This design comes from an exercise in tuning for small area, a short achievable clock period and few clock cycles per item on the open sky130 flow, not from production work.
Only simulation tests tie the RTL to the original design; equivalence was not proved.
Power and IR drop assume default switching activity.

<file path="design/flow/config.mk">
export PLATFORM = sky130hd
export DESIGN_NAME = hfo_core128
export DESIGN_NICKNAME = hfo_core128
export VERILOG_FILES = /design/flow/design.v
export SDC_FILE = /design/flow/constraint.sdc
export NUM_CORES = 4
export LEC_CHECK = 0
export CAP_MARGIN = 20
export CORE_MARGIN = 2
export CORE_UTILIZATION = 15
export GPL_ROUTABILITY_DRIVEN = 1
export PLACE_DENSITY = 0.25
export SLEW_MARGIN = 20
</file>
<file path="design/flow/run.sh">
#!/bin/bash
# synth_recipe.tcl (not shown) runs the flow's synth.tcl, then flattens the netlist and writes it again
# the make line also repeats each setting of config.mk as NAME=value (left out here)
make -C /OpenROAD-flow-scripts/flow DESIGN_CONFIG=/design/flow/config.mk WORK_HOME=/design/flow/orfs CLKGATE_MAP_FILE= SYNTH_SCRIPT=/design/flow/synth_recipe.tcl finish
</file>
<file path="design/flow/design.v">
module hfo_core128 (
    input  wire        clk,
    input  wire        rst,
    input  wire        req,
    input  wire        req_we,
    input  wire [7:0]  req_off,
    input  wire [4:0]  req_size,
    input  wire [63:0] req_wdata,
    output reg         ack,
    output reg         ack_err,
    output reg  [63:0] ack_rdata
);
    localparam [7:0] OP_NOP = 8'h00, OP_ADD = 8'h01, OP_SUB = 8'h02,
                     OP_EQ  = 8'h08, OP_NE  = 8'h09, OP_LTU = 8'h0A,
                     OP_LEU = 8'h0B, OP_GTU = 8'h0C, OP_GEU = 8'h0D,
                     OP_AND = 8'h10, OP_OR  = 8'h11, OP_XOR = 8'h12,
                     OP_NOT = 8'h13, OP_SLL = 8'h14, OP_SRL = 8'h15,
                     OP_SRA = 8'h16, OP_ZEXT64 = 8'h18,
                     OP_MUL = 8'h20, OP_MUL64 = 8'h21,
                     OP_DIVU = 8'h30, OP_REMU = 8'h31, OP_DIVS = 8'h32, OP_REMS = 8'h33,
                     OP_NEG = 8'h40, OP_SEXT64 = 8'h41,
                     OP_LTS = 8'h44, OP_LES = 8'h45, OP_GTS = 8'h46, OP_GES = 8'h47,
                     OP_FXADD64 = 8'h60, OP_FXSUB64 = 8'h61, OP_FXMUL64 = 8'h62,
                     OP_FXDIV64 = 8'h63, OP_FXMOD64 = 8'h64, OP_FXNEG64 = 8'h65,
                     OP_FXFROMINT64 = 8'h66,
                     OP_FXMUL128 = 8'h72, OP_FXDIV128 = 8'h73, OP_FXFROMINT128 = 8'h76;
    localparam [1:0] T_NONE = 2'd0, T64 = 2'd1, T96 = 2'd2, T128 = 2'd3;
    localparam [2:0] S_IDLE = 3'd0, S_ACK = 3'd1, S_MUL = 3'd2, S_DIV = 3'd3, S_FIN = 3'd4;
    localparam [2:0] P_PROD   = 3'd0,   
                     P_FXM128 = 3'd1,   
                     P_FXM64  = 3'd2,   
                     P_QUOT   = 3'd3,   
                     P_REM    = 3'd4,   
                     P_QONLY  = 3'd5,   
                     P_Q64    = 3'd6,   
                     P_R64    = 3'd7;   
    reg [127:0] opa, opb, y, z;
    reg         st_c, st_faulted;
    reg [1:0]   st_tier;
    reg [3:0]   st_cause;
    reg         force128;
    reg [31:0]  faultcmd;
    reg [2:0]   state;
    reg [7:0]   cnt;
    reg [127:0] wa, wb, acc;
    reg [2:0]   post;
    reg         qneg, rneg;
    reg [1:0]   tier_l;
    wire sz4    = (req_size == 5'd4);
    wire sz8    = (req_size == 5'd8);
    wire acc_ok = (sz4 && req_off[1:0] == 2'b00) ||
                  (sz8 && req_off[2:0] == 3'b000 && req_off < 8'h40);
    wire is_cmd  = req_we && sz4 && req_off == 8'h40;
    wire is_ctrl = req_we && sz4 && req_off == 8'h48;
    reg [127:0] rd_reg;
    reg [63:0]  rd_val;
    always @* begin
        case (req_off[5:4])
            2'd0: rd_reg = opa;
            2'd1: rd_reg = opb;
            2'd2: rd_reg = y;
            default: rd_reg = z;
        endcase
        rd_val = 64'd0;
        if (req_off < 8'h40) begin
            if (sz8)
                rd_val = req_off[3] ? rd_reg[127:64] : rd_reg[63:0];
            else
                rd_val = {32'd0, rd_reg[32*req_off[3:2] +: 32]};
        end else begin
            case (req_off)
                8'h44: rd_val = {32'd0, 24'd0, st_cause, st_tier, st_faulted, st_c};
                8'h48: rd_val = {32'd0, 31'd0, force128};
                8'h4C: rd_val = {32'd0, faultcmd};
                default: rd_val = 64'd0;
            endcase
        end
    end
    wire [31:0] cw  = req_wdata[31:0];
    wire [7:0]  opc = cw[7:0];
    reg opc_known;
    always @* begin
        case (opc)
            OP_NOP, OP_ADD, OP_SUB, OP_EQ, OP_NE, OP_LTU, OP_LEU, OP_GTU, OP_GEU,
            OP_AND, OP_OR, OP_XOR, OP_NOT, OP_SLL, OP_SRL, OP_SRA, OP_ZEXT64,
            OP_MUL, OP_MUL64, OP_DIVU, OP_REMU, OP_DIVS, OP_REMS,
            OP_NEG, OP_SEXT64, OP_LTS, OP_LES, OP_GTS, OP_GES,
            OP_FXADD64, OP_FXSUB64, OP_FXMUL64, OP_FXDIV64, OP_FXMOD64, OP_FXNEG64,
            OP_FXFROMINT64, OP_FXMUL128, OP_FXDIV128, OP_FXFROMINT128:
                opc_known = 1'b1;
            default: opc_known = 1'b0;
        endcase
    end
    wire legal = (cw[31:8] == 24'd0) && opc_known;
    wire is_mulop = (opc == OP_MUL) || (opc == OP_MUL64) ||
                    (opc == OP_FXMUL64) || (opc == OP_FXMUL128);
    wire is_divop = (opc == OP_DIVU) || (opc == OP_REMU) || (opc == OP_DIVS) ||
                    (opc == OP_REMS) || (opc == OP_FXDIV64) || (opc == OP_FXMOD64) ||
                    (opc == OP_FXDIV128);
    wire [127:0] A = opa;
    wire [127:0] B = opb;
    wire [6:0]   shamt = B[6:0];
    wire [128:0] add_full = {1'b0, A} + {1'b0, B};
    wire [127:0] sub_res  = A - B;
    wire         a_eq_b   = (A == B);
    wire         a_ltu_b  = (A < B);
    wire         a_lts_b  = ($signed(A) < $signed(B));
    wire         b_ltu_a  = !a_ltu_b && !a_eq_b;
    wire         b_lts_a  = !a_lts_b && !a_eq_b;
    wire [63:0]  fx_add = A[63:0] + B[63:0];
    wire [63:0]  fx_sub = A[63:0] - B[63:0];
    wire [63:0]  fx_neg = 64'd0 - A[63:0];
    wire [63:0]  fx_fi  = {A[51:0], 12'd0};
    reg [127:0] s_y;
    reg         s_c;
    always @* begin
        s_y = y;
        s_c = 1'b0;
        case (opc)
            OP_ADD:  begin s_y = add_full[127:0]; s_c = add_full[128]; end
            OP_SUB:  begin s_y = sub_res; s_c = a_ltu_b; end
            OP_EQ:   s_y = {127'd0, a_eq_b};
            OP_NE:   s_y = {127'd0, !a_eq_b};
            OP_LTU:  s_y = {127'd0, a_ltu_b};
            OP_LEU:  s_y = {127'd0, a_ltu_b || a_eq_b};
            OP_GTU:  s_y = {127'd0, b_ltu_a};
            OP_GEU:  s_y = {127'd0, !a_ltu_b};
            OP_AND:  s_y = A & B;
            OP_OR:   s_y = A | B;
            OP_XOR:  s_y = A ^ B;
            OP_NOT:  s_y = ~A;
            OP_SLL:  s_y = A << shamt;
            OP_SRL:  s_y = A >> shamt;
            OP_SRA:  s_y = $signed(A) >>> shamt;
            OP_ZEXT64: s_y = {64'd0, A[63:0]};
            OP_NEG:  s_y = 128'd0 - A;
            OP_SEXT64: s_y = {{64{A[63]}}, A[63:0]};
            OP_LTS:  s_y = {127'd0, a_lts_b};
            OP_LES:  s_y = {127'd0, a_lts_b || a_eq_b};
            OP_GTS:  s_y = {127'd0, b_lts_a};
            OP_GES:  s_y = {127'd0, !a_lts_b};
            OP_FXADD64: s_y = {{64{fx_add[63]}}, fx_add};
            OP_FXSUB64: s_y = {{64{fx_sub[63]}}, fx_sub};
            OP_FXNEG64: s_y = {{64{fx_neg[63]}}, fx_neg};
            OP_FXFROMINT64: s_y = {{64{fx_fi[63]}}, fx_fi};
            OP_FXFROMINT128: s_y = {A[115:0], 12'd0};
            default: ;
        endcase
    end
    function [127:0] mag;
        input [127:0] v;
        begin
            mag = v[127] ? (128'd0 - v) : v;
        end
    endfunction
    function [1:0] tier_mul;
        input [127:0] a;
        input [127:0] b;
        input         f;
        begin
            if (f) tier_mul = T128;
            else if (a[127:64] == 64'd0 && b[127:64] == 64'd0) tier_mul = T64;
            else tier_mul = T128;
        end
    endfunction
    function [1:0] tier_div;
        input [127:0] a;
        input [127:0] b;
        input         f;
        begin
            if (f) tier_div = T128;
            else if (a[127:64] == 64'd0 && b[127:64] == 64'd0) tier_div = T64;
            else if (b[127:32] == 96'd0) tier_div = T96;
            else tier_div = T128;
        end
    endfunction
    reg [127:0] dv_n, dv_d;
    reg         dv_signed;
    reg [63:0]  a_pre64;
    always @* begin
        a_pre64   = {A[51:0], 12'd0};
        dv_n      = A;
        dv_d      = B;
        dv_signed = 1'b0;
        case (opc)
            OP_DIVS, OP_REMS: dv_signed = 1'b1;
            OP_FXDIV128: begin
                dv_n = {A[115:0], 12'd0};
                dv_signed = 1'b1;
            end
            OP_FXDIV64: begin
                dv_n = {{64{a_pre64[63]}}, a_pre64};
                dv_d = {{64{B[63]}}, B[63:0]};
                dv_signed = 1'b1;
            end
            OP_FXMOD64: begin
                dv_n = {{64{A[63]}}, A[63:0]};
                dv_d = {{64{B[63]}}, B[63:0]};
                dv_signed = 1'b1;
            end
            default: ;
        endcase
    end
    wire [127:0] dv_ma = dv_signed ? mag(dv_n) : dv_n;
    wire [127:0] dv_mb = dv_signed ? mag(dv_d) : dv_d;
    wire         dv_zero = (dv_d == 128'd0);
    reg [1:0] c_tier;
    reg [2:0] c_post;
    always @* begin
        c_tier = T_NONE;
        c_post = P_PROD;
        case (opc)
            OP_MUL:      begin c_tier = tier_mul(A, B, force128); c_post = P_PROD; end
            OP_MUL64:    begin c_tier = T64; c_post = P_PROD; end
            OP_FXMUL128: begin c_tier = tier_mul(mag(A), mag(B), force128); c_post = P_FXM128; end
            OP_FXMUL64:  begin c_tier = T_NONE; c_post = P_FXM64; end
            OP_DIVU, OP_DIVS: begin c_tier = tier_div(dv_ma, dv_mb, force128); c_post = P_QUOT; end
            OP_REMU, OP_REMS: begin c_tier = tier_div(dv_ma, dv_mb, force128); c_post = P_REM; end
            OP_FXDIV128: begin c_tier = tier_div(dv_ma, dv_mb, force128); c_post = P_QONLY; end
            OP_FXDIV64:  begin c_tier = T_NONE; c_post = P_Q64; end
            OP_FXMOD64:  begin c_tier = T_NONE; c_post = P_R64; end
            default: ;
        endcase
    end
    wire         mul_narrow = (opc == OP_MUL64) || (opc == OP_FXMUL64);
    wire [127:0] mu_a = mul_narrow ? {64'd0, A[63:0]} : A;
    wire [127:0] mu_b = mul_narrow ? {64'd0, B[63:0]} : B;
    wire [127:0] mul_next = {acc[126:0], 1'b0} + (wb[127] ? wa : 128'd0);
    wire [128:0] div_sh   = {acc, wa[127]};
    wire [129:0] div_diff = {1'b0, div_sh} - {2'b00, wb};
    wire         div_ge   = !div_diff[129];
    wire [127:0] div_rem  = div_ge ? div_diff[127:0] : div_sh[127:0];
    wire [127:0] q_fin = qneg ? (128'd0 - wa)  : wa;
    wire [127:0] r_fin = rneg ? (128'd0 - acc) : acc;
    wire [127:0] prod_sra = $signed(acc) >>> 12;
    wire [63:0]  prod64_sra = $signed(acc[63:0]) >>> 12;
    always @(posedge clk) begin
        if (rst) begin
            opa <= 128'd0; opb <= 128'd0; y <= 128'd0; z <= 128'd0;
            st_c <= 1'b0; st_faulted <= 1'b0; st_tier <= T_NONE; st_cause <= 4'd0;
            force128 <= 1'b0; faultcmd <= 32'd0;
            state <= S_IDLE;
            ack <= 1'b0; ack_err <= 1'b0; ack_rdata <= 64'd0;
        end else begin
            case (state)
            S_IDLE: begin
                if (req) begin
                    ack_err   <= 1'b0;
                    ack_rdata <= 64'd0;
                    ack       <= 1'b1;
                    state     <= S_ACK;
                    if (!acc_ok) begin
                        ack_err <= 1'b1;
                    end else if (!req_we) begin
                        ack_rdata <= rd_val;
                    end else if (req_off < 8'h20) begin
                        if (sz8) begin
                            if (req_off[4]) opb[64*req_off[3] +: 64] <= req_wdata;
                            else            opa[64*req_off[3] +: 64] <= req_wdata;
                        end else begin
                            if (req_off[4]) opb[32*req_off[3:2] +: 32] <= req_wdata[31:0];
                            else            opa[32*req_off[3:2] +: 32] <= req_wdata[31:0];
                        end
                    end else if (is_ctrl) begin
                        if (req_wdata[1]) begin
                            opa <= 128'd0; opb <= 128'd0; y <= 128'd0; z <= 128'd0;
                            st_c <= 1'b0; st_faulted <= 1'b0; st_tier <= T_NONE;
                            st_cause <= 4'd0; force128 <= 1'b0; faultcmd <= 32'd0;
                        end else begin
                            force128 <= req_wdata[0];
                        end
                    end else if (is_cmd && !st_faulted) begin
                        if (!legal) begin
                            st_faulted <= 1'b1;
                            st_cause   <= 4'd2;
                            faultcmd   <= cw;
                        end else if (is_divop && dv_zero) begin
                            st_faulted <= 1'b1;
                            st_cause   <= 4'd1;
                            faultcmd   <= cw;
                        end else if (is_mulop) begin
                            ack    <= 1'b0;
                            state  <= S_MUL;
                            cnt    <= 8'd0;
                            wa     <= mu_a;
                            wb     <= mu_b;
                            acc    <= 128'd0;
                            post   <= c_post;
                            tier_l <= c_tier;
                        end else if (is_divop) begin
                            ack    <= 1'b0;
                            state  <= S_DIV;
                            cnt    <= 8'd0;
                            wa     <= dv_ma;
                            wb     <= dv_mb;
                            acc    <= 128'd0;
                            post   <= c_post;
                            tier_l <= c_tier;
                            qneg   <= dv_signed && (dv_n[127] ^ dv_d[127]);
                            rneg   <= dv_signed && dv_n[127];
                        end else begin
                            if (opc != OP_NOP) y <= s_y;
                            st_c    <= s_c;
                            st_tier <= T_NONE;
                        end
                    end
                end
            end
            S_ACK: begin
                ack   <= 1'b0;
                state <= S_IDLE;
            end
            S_MUL: begin
                acc <= mul_next;
                wb  <= {wb[126:0], 1'b0};
                cnt <= cnt + 8'd1;
                if (cnt == 8'd127) state <= S_FIN;
            end
            S_DIV: begin
                acc <= div_rem;
                wa  <= {wa[126:0], div_ge};
                cnt <= cnt + 8'd1;
                if (cnt == 8'd127) state <= S_FIN;
            end
            S_FIN: begin
                case (post)
                    P_PROD:   y <= acc;
                    P_FXM128: y <= prod_sra;
                    P_FXM64:  y <= {{64{prod64_sra[63]}}, prod64_sra};
                    P_QUOT:   begin y <= q_fin; z <= r_fin; end
                    P_REM:    y <= r_fin;
                    P_QONLY:  y <= q_fin;
                    P_Q64:    y <= {{64{q_fin[63]}}, q_fin[63:0]};
                    default:  y <= {{64{r_fin[63]}}, r_fin[63:0]};
                endcase
                st_c    <= 1'b0;
                st_tier <= tier_l;
                ack     <= 1'b1;
                ack_err <= 1'b0;
                ack_rdata <= 64'd0;
                state   <= S_ACK;
            end
            default: state <= S_IDLE;
            endcase
        end
    end
endmodule
</file>
<file path="design/flow/constraint.sdc">
create_clock -name core_clock -period 10.0 [get_ports {clk}]
set_input_delay 2.0000 -clock core_clock [delete_from_list [all_inputs] [get_ports {clk}]]
set_output_delay 2.0000 -clock core_clock [all_outputs]
set_load 0.01 [all_outputs]
</file>
==> impl_metrics.csv <==
group,metric,value,unit
clock_network,post_cts_buffers,0,
timing,drv_slew,0,
critical_path,path_class,"reg -> reg",
floorplan,fp.dieH,947,µm
critical_path,crit_chain,"buf_4 -> inv_1 -> ha_1 -> and3_1 -> nand3_1 -> nor2_1 -> nand3_1 -> xnor2_1 -> nand4_1 -> nor3_1 -> nand3_1 -> nor4_1 -> a31oi_2 -> o41ai_1 -> nand2b_1 -> a2bb2oi_1",
critical_path,cp_slowest_cell,"o41ai_1",
floorplan,die_w,947,µm
critical_path,critPathBufInv,2,
clock_network,cts_hold_buffers,0,
clock_network,cts-root-buf,"clkbuf_16",
global_route,overflow,0,
detailed_routing,num_vias,167000,
logic_synthesis,synthMuxAreaShare,9.78,%
clock_network,clock_path_buffers,4,
critical_path,start_kind,"flip-flop",
logic_synthesis,synth_compound_area_share,30.7,%
timing,rsz0062_at_grt,"no",
power_and_ir_drop,switching_share,29.8,%
power_and_ir_drop,switching_power,3.40,mW
detailed_routing,drtIter0Drc,25900,
logic_synthesis,synth_top_area_share,9.31,%
logic_synthesis,synthTopCellsByArea,"dfxtp_1 9.3%, edfxtp_1 9.0%, nor2_1 7.4%",
critical_path,crit_family,"simple AND/OR/NAND/NOR gates",
detailed_routing,avgViaCountPerCell,5.50,
critical_path,cp_max_fo,11,
floorplan,core,887000,µm²
run_status,outcome,"complete, no violations",
power_and_ir_drop,vdd_drop_max,0.143,mV
timing,setup_viol,0,
timing,fin_crit_sh,85.9,%
logic_synthesis,yosysWarnings,1,
logic_synthesis,synth-xor-area-share,6.54,%
power_and_ir_drop,p_comb_share,7.3,%
detailed_routing,drt_wl_total,1340,mm
global_route,grt_pass1_vias,153000,
critical_path,crit_path_frequent_cell,"nand3_1",
clock_network,path_clk_slew,60,ps
clock_network,ctsResizeCount,0,
logic_synthesis,syn_nets,19400,
finish,final_cells,30300,
floorplan,rows,346,
critical_path,cpPeakStageDelay,1160,ps
finish,area_growth,18.6,%
global_route,grt_util_all_layers,28.3,%
logic_synthesis,synth_top_family_by_area,"compound AO/OA/AOI/OAI gates",
clock_network,cts_inserted_buffers,165,
timing,period_needed,8590,ps
critical_path,worstPathArrival,9250,ps
timing,fin_skew,143,ps
clock_network,clock-sinks,1019,
clock_network,clk_latency,1040,ps
place,placed_cells,29800,
floorplan,io_pins,147,
logic_synthesis,synth_edf_count,399,
logic_synthesis,synth_ff_type,"dfxtp_1",
power_and_ir_drop,cell_internal_pwr,7.99,mW
critical_path,critPathRequiredTime,10660,ps
logic_synthesis,yosysTopAreaCell,"dfxtp_1",
global_route,grt_antenna_before_repair,246,
floorplan,start_util,15.0,%
finish,drive_gt1_share,12.0,%
detailed_routing,ant_nets,0,
critical_path,critPathCaptureType,"flip-flop",
logic_synthesis,yosysMostFrequentCell,"nor2_1",
place,routabilityCongestion,1.01,
job,max-cap-violations,0,
timing,slew_headroom,6.81,%
global_route,grt_pass1_wl,1690,mm
power_and_ir_drop,p_per_area,72.1,nW/µm²
place,place_area,152000,µm²
logic_synthesis,synthDistinctLibCells,101,
logic_synthesis,netlist_area,133000,µm²
detailed_routing,drc,0,
global_route,grt_max_degree,132,
logic_synthesis,avgSynthCellArea,7.16,µm²
power_and_ir_drop,p_seq_share,37.6,%
logic_synthesis,synth-simple-area-share,21.7,%
finish,fin_nets,18900,
place,dp_hpwl,1080,mm
clock_network,cts_tree,"built",
clock_network,htreeDepth,4,
timing,tightest_slew,1390,ps
logic_synthesis,yosysSeqAreaShare,18.3,%
finish,final_area,158000,µm²
logic_synthesis,yosys.area_share.adder,6.19,%
floorplan,die_area,896000,µm²
logic_synthesis,synth_cells,18600,
min_path,worst_hold_path_type,"reg -> reg",
detailed_routing,wl_per_cell,44.1,µm
power_and_ir_drop,pwr-share-clk,55.1,%
timing,hold_violations,0,
place,io_buffers,146,
detailed_routing,firstDrtPassIters,6,
power_and_ir_drop,leakagePower,55.8,nW
logic_synthesis,ys_ff_latch,1019,
logic_synthesis,synth_commonest_cells,"2611 x nor2_1, 1941 x a21oi_1, 1572 x nand2_1",
logic_synthesis,async_reset_ff_share,0,%
timing,max_freq,116,MHz
## layout by cell type, fill, tap and decap left out, drive strengths merged, types with 94 or more instances in the layout
master / instances
nor4: 259
xor2: 266
a221oi: 200
a21o: 235
o22ai: 269
a211oi: 223
diode: 146
edfxtp: 399
clkdlybuf4s50: 118
or3: 134
and2: 205
a21oi: 1941
mux4: 406
nor3: 407
or4: 99
xnor2: 729
nor2: 2611
o21ai: 1325
o221ai: 127
nand2: 1572
mux2: 94
a22oi: 572
a31oi: 204
o21bai: 177
clkbuf: 224
o211ai: 123
o31ai: 183
nand3: 343
nand2b: 100
ha: 653
nand4: 294
buf: 1056
dfxtp: 620
inv: 630
mux2i: 283
## state kept, by name, summed over array words and instances, names as in the netlist, 32 cells and up
register	count
z	128
acc	128
ack_rdata	64
opb	128
opa	128
wa	128
faultcmd	32
wb	128
y	128
## routing by layer
metal	part of all wire (%)	vias to the layer above	global-route usage (%)
met4	6.7	46	15.8
met2	40	9683	39.9
met3	8.8	1682	6.14
met1	44	86900	39.5
li1	-	68200	-
met5	0.022	-	0
## per-stage QoR
step | setup TNS, ps | hold WS, ps | setup WS [ps] | util (%) | power (mW)
floorplan | 0 | 429 | 298 | - | 4.65
global placement | -280 | 438 | -280 | 17.1 | 5.17
detailed placement | 0 | 446 | 935 | 17.2 | 5.17
CTS | 0 | 455 | 1850 | 17.8 | 11.5
global route | 0 | 469 | 1610 | 17.8 | 11.6
finish | 0 | 452 | 1410 | 17.8 | 11.4
## logic make-up (layout without fill, tap and decap cells)
kind of cell             Yosys count  after routing
AO/OA/AOI/OAI                   6397           6397
AND/OR/NAND/NOR                 6360           6360
buffers and inverters           2407           2109
flip-flops                      1019           1019
XOR/XNOR                         995            995
multiplexers                     783            783
adder cells (fa/ha/maj)          657            657
other                              0            146
## power groups by stage
stage               clock network (mW)  registers (mW)  logic, mW
global placement                     0            4.37      0.796
finish                            6.27            4.28      0.831
floorplan                            0            4.37      0.281
CTS                               6.40            4.28      0.795
global route                      6.50            4.28      0.807
detailed placement                   0            4.37      0.793
## area by class of cell
| cell class | instances | area (µm²) |
|---|---|---|
| timing repair buffer | 1176 | 9510 |
| antenna | 146 | 365 |
| clock buffer | 222 | 4620 |
| inverter | 634 | 2410 |
| tap | 11800 | 14800 |
| multi-input combinational | 15200 | 101000 |
| sequential | 1019 | 24400 |
| fill | 101000 | 729000 |
| clock inverter | 77 | 773 |
## worst min-delay path, cell delays in order, from the launching register on
cell and delay (ps):
dfxtp_1 310, nand2_1 50, a21oi_1 50
## path summary, 6_finish.rpt
| path | startpoint | end | slack (ps) | cells past startpoint |
|---|---|---|---|---|
| max | opa[1] | tier_l[1] | 1410 | 16 |
| min | faultcmd[27] | faultcmd[27] | 450 | 2 |
| max reg2reg | opa[1] | tier_l[1] | 1410 | 16 |
| min reg2reg | faultcmd[27] | faultcmd[27] | 450 | 2 |
Testbench counts, summed over its fixed seeds: cycles 171,842, commands 3,200.

## re-timing with driven ports
No port has a modelled driver above. Below, the same layout with a new extraction and two added sets of constraints.
Step 1 (the two cells are an assumption about what drives the block):
set clk [get_ports {clk}]
set_driving_cell -lib_cell sky130_fd_sc_hd__clkbuf_16 $clk
set_driving_cell -lib_cell sky130_fd_sc_hd__buf_2 [delete_from_list [all_inputs] $clk]
Step 2 adds t to the input delays and takes it off the output delays; t is the mean of the earliest and latest rising clock arrival at the registers after step 1. Input paths then give back, and output paths get back, about the clock's delay inside the block.
Three values: no drivers, after step 1, after step 2; two values: the first two.
t (ns): 1.098
setup slack, ns: 1.410 / 1.410 / 0.747
worst hold slack (ns): 0.452 / 0.452 / 0.452
worst register clock-pin slew, ns: 0.07 / 0.07
worst slew at a driven data input, ns: 0.37
After both steps this run still meets setup and hold. For this run, drivers alone change the setup slack by 0.000 ns; drivers and shift together by -0.663 ns.
